Context: an optimization exercise on an open-source flow, tuned for small area. The choices shown serve that exercise and are no tape-out recipe.
Only simulation tests tie the RTL to the original design; equivalence was not proved.
No activity file was given, so power comes from the tool's default toggle rates.

==> flow/design.v <==
module sbfc #(
    parameter PMAX      = 8,         
    parameter GAP_RESET = 16'd2      
) (
    input  wire        clk,
    input  wire        rst,           
    input  wire        host_wr,       
    input  wire        host_space,    
    input  wire [7:0]  host_addr,
    input  wire [15:0] host_wdata,
    output reg  [15:0] host_rdata,    
    output wire        busy,
    output wire        done,
    output wire        err,
    input  wire        link_open,
    output wire        tx_valid,
    output reg  [7:0]  tx_data,
    input  wire        tx_ready,
    output wire        tx_flush,
    input  wire        tx_flush_ack,
    input  wire        tx_err,
    output wire        rx_ready,
    input  wire        rx_valid,
    input  wire [7:0]  rx_data,
    input  wire        rx_err,
    input  wire        tick,
    output wire        pld_we,
    output wire [7:0]  pld_waddr,
    output wire [7:0]  pld_wdata
);
    localparam S_IDLE  = 3'd0;
    localparam S_GAP   = 3'd1;
    localparam S_TX    = 3'd2;
    localparam S_FLUSH = 3'd3;
    localparam S_RXH   = 3'd4;
    localparam S_RXP   = 3'd5;
    localparam E_CONN   = 4'd1;
    localparam E_IO     = 4'd2;
    localparam E_CSUM   = 4'd3;
    localparam E_PROTO  = 4'd4;
    localparam E_DEVICE = 4'd5;
    localparam E_INVAL  = 4'd6;
    localparam E_LENGTH = 4'd7;
    localparam E_EMPTY  = 4'd8;
    localparam [7:0] RT_CONTROL = 8'h8C;
    localparam [7:0] RT_QUERY   = 8'h83;
    localparam [7:0] OP_PWRON  = 8'h01;
    localparam [7:0] OP_PWROFF = 8'h02;
    localparam [7:0] OP_PWRQ   = 8'h03;
    localparam [7:0] OP_PWRTGL = 8'h07;
    localparam [7:0] OP_SENDD  = 8'h08;
    reg [2:0]  seq;
    reg [7:0]  idx;
    reg        phase;
    reg [7:0]  opl;
    reg [7:0]  acc;
    reg [15:0] gapcnt;
    reg        st_done, st_err, st_ovr, st_seen;
    reg [3:0]  errcode;
    reg [7:0]  errinfo;
    reg [1:0]  result;           
    reg [7:0]  plen;
    reg [15:0] gap;
    reg [7:0]  d_rtype, d_cat, d_func, d_plen;
    reg [7:0]  d_param [0:PMAX-1];
    reg [7:0]  l_rtype, l_cat, l_func, l_plen;
    reg [7:0]  l_param [0:PMAX-1];
    reg [7:0]  hdr, ans, rsz;
    reg        pld0_nz;          
    localparam AW = $clog2(PMAX);
    integer i;
    function [31:0] rom_head;    
        input [7:0] op;
        case (op)
            8'h01:   rom_head = {8'h8C, 8'h00, 8'h00, 8'd2};
            8'h02:   rom_head = {8'h8C, 8'h00, 8'h00, 8'd2};
            8'h03:   rom_head = {8'h83, 8'h00, 8'h00, 8'd2};
            8'h04:   rom_head = {8'h8C, 8'h00, 8'h05, 8'd3};
            8'h05:   rom_head = {8'h8C, 8'h00, 8'h05, 8'd3};
            8'h06:   rom_head = {8'h8C, 8'h00, 8'h06, 8'd2};
            default: rom_head = 32'd0;
        endcase
    endfunction
    function [23:0] rom_param;   
        input [7:0] op;
        case (op)
            8'h01:   rom_param = {8'h02, 8'h01, 8'h00};
            8'h02:   rom_param = {8'h02, 8'h00, 8'h00};
            8'h03:   rom_param = {8'hFF, 8'hFF, 8'h00};
            8'h04:   rom_param = {8'h03, 8'h00, 8'h00};
            8'h05:   rom_param = {8'h03, 8'h00, 8'h01};
            8'h06:   rom_param = {8'h02, 8'h00, 8'h00};
            default: rom_param = 24'd0;
        endcase
    endfunction
    assign busy     = (seq != S_IDLE);
    assign done     = st_done;
    assign err      = st_err;
    assign tx_valid = (seq == S_TX);
    assign tx_flush = (seq == S_FLUSH);
    assign rx_ready = (seq == S_RXH) || (seq == S_RXP);
    wire       is_query  = (l_rtype == RT_QUERY);
    wire [7:0] rsz_m1    = rsz - 8'd1;
    wire [8:0] last_tx   = 9'd3 + {1'b0, l_plen};
    wire [7:0] pidx = idx - 8'd3;
    always @(*) begin
        if (idx == 8'd0)
            tx_data = l_rtype;
        else if (idx == 8'd1)
            tx_data = l_cat;
        else if (idx == 8'd2)
            tx_data = l_func;
        else if ({1'b0, idx} < last_tx)
            tx_data = (pidx < PMAX) ? l_param[pidx[AW-1:0]] : 8'h00;
        else
            tx_data = acc;
    end
    wire rx_event  = rx_ready && rx_valid && !rx_err;
    assign pld_we    = rx_event && (seq == S_RXP) && (idx < rsz_m1);
    assign pld_waddr = idx;
    assign pld_wdata = rx_data;
    always @(*) begin
        host_rdata = 16'h0000;
        if (host_space) begin
            if (host_addr < PMAX)
                host_rdata = {8'h00, d_param[host_addr[AW-1:0]]};
        end else begin
            case (host_addr)
                8'h00: host_rdata = {8'h00, opl};
                8'h01: host_rdata = {11'd0, st_seen, st_ovr, st_err, st_done, busy};
                8'h02: host_rdata = {12'd0, errcode};
                8'h03: host_rdata = {8'h00, errinfo};
                8'h04: host_rdata = {14'd0, result};
                8'h05: host_rdata = {8'h00, plen};
                8'h06: host_rdata = gap;
                8'h08: host_rdata = {8'h00, d_rtype};
                8'h09: host_rdata = {8'h00, d_cat};
                8'h0A: host_rdata = {8'h00, d_func};
                8'h0B: host_rdata = {8'h00, d_plen};
                default: host_rdata = 16'h0000;
            endcase
        end
    end
    wire [7:0] cmd_op    = host_wdata[7:0];
    wire       cmd_wr    = host_wr && !host_space && (host_addr == 8'h00);
    wire       op_valid  = (cmd_op >= 8'h01) && (cmd_op <= 8'h08);
    wire       sendd_ok  = ((d_rtype == RT_CONTROL) || (d_rtype == RT_QUERY)) &&
                           (d_plen >= 8'd1) && (d_plen <= PMAX);
    wire [7:0] first_op  = (cmd_op == OP_PWRTGL) ? OP_PWRQ : cmd_op;
    wire [3:0] check_code = (rx_data != acc) ? E_CSUM   :
                            (hdr != 8'h70)   ? E_PROTO  :
                            (ans != 8'h00)   ? E_DEVICE : 4'd0;
    task do_abort;
        input [3:0] code;
        input [7:0] info;
        begin
            errcode <= code;
            errinfo <= info;
            st_err  <= 1'b1;
            st_done <= 1'b1;
            result  <= 2'b00;
            plen    <= 8'h00;
            seq     <= S_IDLE;
        end
    endtask
    task do_finish;
        begin
            st_done <= 1'b1;
            seq     <= S_IDLE;
        end
    endtask
    task begin_tx;
        begin
            st_seen <= 1'b1;
            acc     <= 8'h00;
            idx     <= 8'h00;
            seq     <= S_TX;
        end
    endtask
    task start_txn;
        begin
            if (st_seen && gap != 16'd0) begin
                gapcnt <= gap;
                seq    <= S_GAP;
            end else begin
                begin_tx;
            end
        end
    endtask
    task load_rom;
        input [7:0] op;
        reg [31:0] h;
        reg [23:0] p;
        begin
            h = rom_head(op);
            p = rom_param(op);
            l_rtype    <= h[31:24];
            l_cat      <= h[23:16];
            l_func     <= h[15:8];
            l_plen     <= h[7:0];
            l_param[0] <= p[23:16];
            l_param[1] <= p[15:8];
            l_param[2] <= p[7:0];
        end
    endtask
    task check_and_complete;
        input [7:0] m;           
        begin
            if (check_code != 4'd0) begin
                do_abort(check_code, (check_code == E_DEVICE) ? ans : 8'h00);
            end else if (opl == OP_PWRQ) begin
                if (m == 8'd0) begin
                    do_abort(E_EMPTY, 8'h00);
                end else begin
                    plen   <= m;
                    result <= {1'b1, pld0_nz};
                    do_finish;
                end
            end else if (opl == OP_PWRTGL && !phase) begin
                if (m == 8'd0) begin
                    do_abort(E_EMPTY, 8'h00);
                end else begin
                    phase <= 1'b1;
                    load_rom(pld0_nz ? OP_PWROFF : OP_PWRON);
                    start_txn;
                end
            end else if (opl == OP_SENDD) begin
                plen <= m;
                do_finish;
            end else begin
                do_finish;
            end
        end
    endtask
    always @(posedge clk) begin
        if (rst) begin
            seq     <= S_IDLE;
            idx     <= 8'h00;
            phase   <= 1'b0;
            opl     <= 8'h00;
            acc     <= 8'h00;
            gapcnt  <= 16'd0;
            st_done <= 1'b0;
            st_err  <= 1'b0;
            st_ovr  <= 1'b0;
            st_seen <= 1'b0;
            errcode <= 4'd0;
            errinfo <= 8'h00;
            result  <= 2'b00;
            plen    <= 8'h00;
            gap     <= GAP_RESET;
            d_rtype <= 8'h00;
            d_cat   <= 8'h00;
            d_func  <= 8'h00;
            d_plen  <= 8'h00;
            for (i = 0; i < PMAX; i = i + 1)
                d_param[i] <= 8'h00;
        end else begin
            if (host_wr) begin
                if (host_space) begin
                    if (host_addr < PMAX)
                        d_param[host_addr[AW-1:0]] <= host_wdata[7:0];
                end else begin
                    case (host_addr)
                        8'h01: if (host_wdata[3]) st_ovr <= 1'b0;
                        8'h06: gap     <= host_wdata;
                        8'h08: d_rtype <= host_wdata[7:0];
                        8'h09: d_cat   <= host_wdata[7:0];
                        8'h0A: d_func  <= host_wdata[7:0];
                        8'h0B: d_plen  <= host_wdata[7:0];
                        default: ;
                    endcase
                end
            end
            case (seq)
                S_IDLE: begin
                    if (cmd_wr) begin
                        opl     <= cmd_op;
                        st_done <= 1'b0;
                        st_err  <= 1'b0;
                        errcode <= 4'd0;
                        errinfo <= 8'h00;
                        result  <= 2'b00;
                        plen    <= 8'h00;
                        phase   <= 1'b0;
                        if (!link_open) begin
                            do_abort(E_CONN, 8'h00);
                        end else if (!op_valid) begin
                            do_abort(E_INVAL, 8'h00);
                        end else if (cmd_op == OP_SENDD) begin
                            l_rtype <= d_rtype;
                            l_cat   <= d_cat;
                            l_func  <= d_func;
                            l_plen  <= d_plen;
                            for (i = 0; i < PMAX; i = i + 1)
                                l_param[i] <= d_param[i];
                            if (!sendd_ok)
                                do_abort(E_INVAL, 8'h00);
                            else
                                start_txn;
                        end else begin
                            load_rom(first_op);
                            start_txn;
                        end
                    end
                end
                S_GAP: begin
                    if (tick) begin
                        if (gapcnt == 16'd1)
                            begin_tx;
                        else
                            gapcnt <= gapcnt - 16'd1;
                    end
                end
                S_TX: begin
                    if (tx_err) begin
                        do_abort(E_IO, 8'h00);
                    end else if (tx_ready) begin
                        if ({1'b0, idx} < last_tx) begin
                            acc <= acc + tx_data;
                            idx <= idx + 8'd1;
                        end else begin
                            seq <= S_FLUSH;
                        end
                    end
                end
                S_FLUSH: begin
                    if (tx_err) begin
                        do_abort(E_IO, 8'h00);
                    end else if (tx_flush_ack) begin
                        acc <= 8'h00;
                        idx <= 8'h00;
                        seq <= S_RXH;
                    end
                end
                S_RXH: begin
                    if (rx_err) begin
                        do_abort(E_IO, 8'h00);
                    end else if (rx_valid) begin
                        if (idx == 8'd0) begin
                            hdr <= rx_data;
                            acc <= acc + rx_data;
                            idx <= 8'd1;
                        end else if (idx == 8'd1) begin
                            ans <= rx_data;
                            acc <= acc + rx_data;
                            idx <= 8'd2;
                        end else if (!is_query) begin
                            check_and_complete(8'd0);
                        end else if (rx_data != 8'h00) begin
                            rsz <= rx_data;
                            acc <= acc + rx_data;
                            idx <= 8'd0;
                            seq <= S_RXP;
                        end else begin
                            rsz <= 8'h00;
                            do_abort(E_LENGTH, 8'h00);
                        end
                    end
                end
                S_RXP: begin
                    if (rx_err) begin
                        do_abort(E_IO, 8'h00);
                    end else if (rx_valid) begin
                        if (idx < rsz_m1) begin
                            if (idx == 8'd0)
                                pld0_nz <= (rx_data != 8'h00);
                            acc <= acc + rx_data;
                            idx <= idx + 8'd1;
                        end else begin
                            check_and_complete(rsz_m1);
                        end
                    end
                end
                default: seq <= S_IDLE;
            endcase
            if (cmd_wr && seq != S_IDLE)
                st_ovr <= 1'b1;
        end
    end
endmodule
==> flow/run.sh <==
#!/bin/bash
# synth_recipe.tcl (not shown) runs the flow's synth.tcl, then flattens the netlist and writes it again
# the make line also repeats each setting of config.mk as NAME=value (left out here)
make -C /OpenROAD-flow-scripts/flow DESIGN_CONFIG=/design/flow/config.mk WORK_HOME=/design/flow/orfs CLKGATE_MAP_FILE= SYNTH_SCRIPT=/design/flow/synth_recipe.tcl finish
==> flow/config.mk <==
export PLATFORM = sky130hd
export DESIGN_NAME = sbfc
export DESIGN_NICKNAME = sbfc
export VERILOG_FILES = /design/flow/design.v
export SDC_FILE = /design/flow/constraint.sdc
export NUM_CORES = 4
export LEC_CHECK = 0
export CAP_MARGIN = 20
export CORE_MARGIN = 2
export CORE_UTILIZATION = 40
export PLACE_DENSITY = 0.6
export SLEW_MARGIN = 20
==> flow/constraint.sdc <==
create_clock -name core_clock -period 10.0 [get_ports {clk}]
set_input_delay 2.0000 -clock core_clock [delete_from_list [all_inputs] [get_ports {clk}]]
set_output_delay 2.0000 -clock core_clock [all_outputs]
set_load 0.01 [all_outputs]
==> run summary <==
[flip-flops by register name, indices dropped and copies added (netlist names), 8 cells and up]
name	flops
l_plen	8
d_param	64
d_plen	8
l_param	64
gap	16
opl	8
idx	8
d_rtype	8
plen	8
d_func	8
d_cat	8
acc	8
l_rtype	8
l_cat	8
rsz	8
l_func	8
gapcnt	16
hdr	8
ans	8
errinfo	8
[cells by family (layout without fill, tap and decap cells)]
| group | count (synthesis) | in the layout |
|---|---|---|
| compound gates | 412 | 412 |
| xor+xnor | 25 | 25 |
| fa+ha+maj | 45 | 45 |
| buf+inv | 145 | 220 |
| flops | 303 | 303 |
| mux | 69 | 69 |
| simple gates | 567 | 567 |
[worst paths after layout]
kind                                     from            end  slack (ns)
worst max-delay path             host_addr[1]  host_rdata[3]        2.83
worst min-delay path            d_param[6][1]  l_param[6][1]        0.44
worst max register to register         idx[1]         acc[7]        4.81
worst min register to register  d_param[6][1]  l_param[6][1]        0.44
[critical path, stage by stage]
cell             delay [ns]
buf_2                  0.08
buf_4                  0.46
nor2b_1                0.85
and3_1                 0.67
a22o_1                 0.24
a211oi_1               0.05
o22ai_1                0.20
clkdlybuf4s50_1        0.58
[layout make-up]
| class | count | area [µm²] | area share (%) |
|---|---|---|---|
| Clock buffer | 42 | 932 | 5.01 |
| Sequential cell | 303 | 7920 | 42.5 |
| Multi-Input combinational cell | 1118 | 7640 | 41.0 |
| Timing Repair Buffer | 120 | 1110 | 5.97 |
| Clock inverter | 22 | 225 | 1.21 |
| Inverter | 36 | 135 | 0.726 |
| Tap cell | 525 | 657 | 3.53 |
[routing by layer]
metal  up-vias  routed length [µm]  GRT usage (%)
met5         -                  13              0
met4         2                1620           8.13
met3       107                4360           3.71
met2       669               24000           39.5
met1      6373               22400           35.4
li1       6011                   -              -
[metrics by stage]
step           instances  power [µW]
4_1_cts             2166        2770
2_1_floorplan       1566        1430
5_1_grt             2166        2820
6_report            2166        2750
3_3_place_gp        2102        1490
3_5_place_dp        2102        1490
[placed cells by master, fill, tap and decap left out, types with 35 or more instances in the layout]
cell type / count
a21oi_1: 109
nand2_1: 168
and2_1: 92
edfxtp_1: 185
ha_1: 42
o21ai_0: 63
nor2_1: 95
clkbuf_16: 35
dfxtp_1: 118
nor3_1: 37
clkdlybuf4s50_1: 86
inv_1: 36
[report_power, final]
group	switching, µW	internal (µW)
sequential	8.98	1330
clock	539	751
combinational	77.3	44.9
==> impl_results.md <==
- Sink Count: 303
- Peak supply drop: approximately 0.12 mV
- Clk buf depth: 3
- Post-route minimum period: 7.17 ns
- Placement Setup Slack: 2.81 ns
- Syn avg cell area: 10.3 µm²
- Min setup slack post-route: 2.83 ns
- GR Overflow Total: 0
- Worst hold margin: 0.441 ns
- FP Rows: 73
- Final TNS setup: 0 ns
- Achievable Freq: 140 MHz
- Root Driver: clkbuf_16
- Critical Path AT: between 5 and 6 ns
- Initial antenna violation count: 1
- Layout Skew: 0.0259 ns
- Die Footprint: 0.0418 mm²
- Hpwl dp: 37000 µm
- Gr usage total: 25.0%
- Post-CTS Hold Fix Bufs: 0
- Area growth syn-to-layout: 15.8%
- Number of setup buffers added after CTS: 0
- Crit. End Element: output port
- Yosys warns: 2
- H-tree Lvls: 2
- Critical Path RT: 8.00 ns
- DRT Pass-1 Iters: 6
- Antenna-violating nets left: 0
- RSZ-0062 raised after global routing: no
- TritonCTS buffer count: 35
- Clock-pin slew on the worst setup and hold paths: 0.06 ns
- Fin. Hold Viols: 0
- Placed Instance Area: between 0.015 and 0.02 mm²
- Die Span Y: roughly 200 µm
- NumNets Final: approximately 1700
- Top-count cell post-synth: edfxtp_1
- # setup viols final: 0
- Crit Path Category: in2out
- Synth top area cells: edfxtp_1 (35%), dfxtp_1 (15%), nand2_1 (3.9%)
- Worst-Skew Late Latency: 0.54 ns
- Number of global-route vias before repair: between 10000 and 15000
- Final WL: 52300 µm
- CP max FO: 40
- Power per Cell Area: 148 mW/mm²
- Largest net degree at the start of global routing: 81
- Number of enable flip-flop cells after synthesis: 185
- Top Ports: 90
- Final core occ: 46.9%
- Share of post-route cells with drive strength above 1: between 10% and 20%
- Worst Setup Start Kind: primary input
- Mapped Cells: between 1500 and 2000
- Max-slew headroom: 21.7%
- Fin. max-slew vios: 0
- Ys flop type: edfxtp_1
- Post_cts resized: 0
- Max-Cap Viols: 0
- Most instantiated cells after synthesis: edfxtp_1 (185), nand2_1 (169), dfxtp_1 (118), a21oi_1 (109), nor2_1 (97)
- DR WL/cell: 24.2 µm
- Drt drc: 0
- Initial Util: 40.5%
- Area leader, netlist: edfxtp_1
- DR vias/cell: 6.08
- Register area share after synthesis: approximately 49%
- Cell Area, Synth: 0.0161 mm²
- Number of cells on the worst reg-to-reg path: 16
- Final worst-path cycle share: 71.7%
- Synth top area share: 34.5%
- Input/output buffers: 89
- Hold depth: 0
- Leakage power: 0.00652 µW
- Fraction of the mapped netlist area in compound gates: 17.7%
- CTS tree: built
- Status: timing/DRC/antenna clean
- First-pass GRT wire length: 79000 µm
- Cell area after layout: 0.0186 mm²
- Routability cong.: 0.978
- Vias: ~13000
- ANT cells: 0
- # fillers: 3661
- Yosys reg bits: 303
- Core footprint: 0.0397 mm²
- Asr flop ratio synth: 0%
- Slew @ Worst Pin: around 1.2 ns
- Count of cell types in the netlist: 83
- Post-Synth XOR/XNOR Area: 1.36%
- Initial DRC count: 1445
- Mux share of post-synthesis cell area: 6.18%
- Post-synthesis adder-cell area fraction: under 10%
- Post-Syn Nets: 1654
- Synth Area in Simple Gates: 18.3%
- Die Span X: 205 µm
- Main combinational cell family by area after synthesis: simple AND/OR/NAND/NOR gates
- Hold WC Path Type: reg2reg

re-timing with driven ports:
Ports are ideal in the flow. The routed layout listed here was re-timed in OpenROAD. Step 1 sets driving cells, clkbuf_16 on the clock port and buf_2 on the other inputs (assumed; they add their load-dependent delay and slew). Step 2 moves the port delays by t, midway between the first and last clock arrival at a register: inputs arrive t later, outputs are due t later. That takes back most of the time a late clock gives input paths. Three values: ideal, step 1, step 2; two values: the first two.
t (ns): 0.587
setup slack, ns: 2.833 / 2.812 / 2.812
worst register clock-pin slew, ns: 0.07 / 0.07
After both steps setup and hold are still met in this run. The setup slack of this run moves by -0.021 ns with the drivers and by -0.021 ns with both steps.
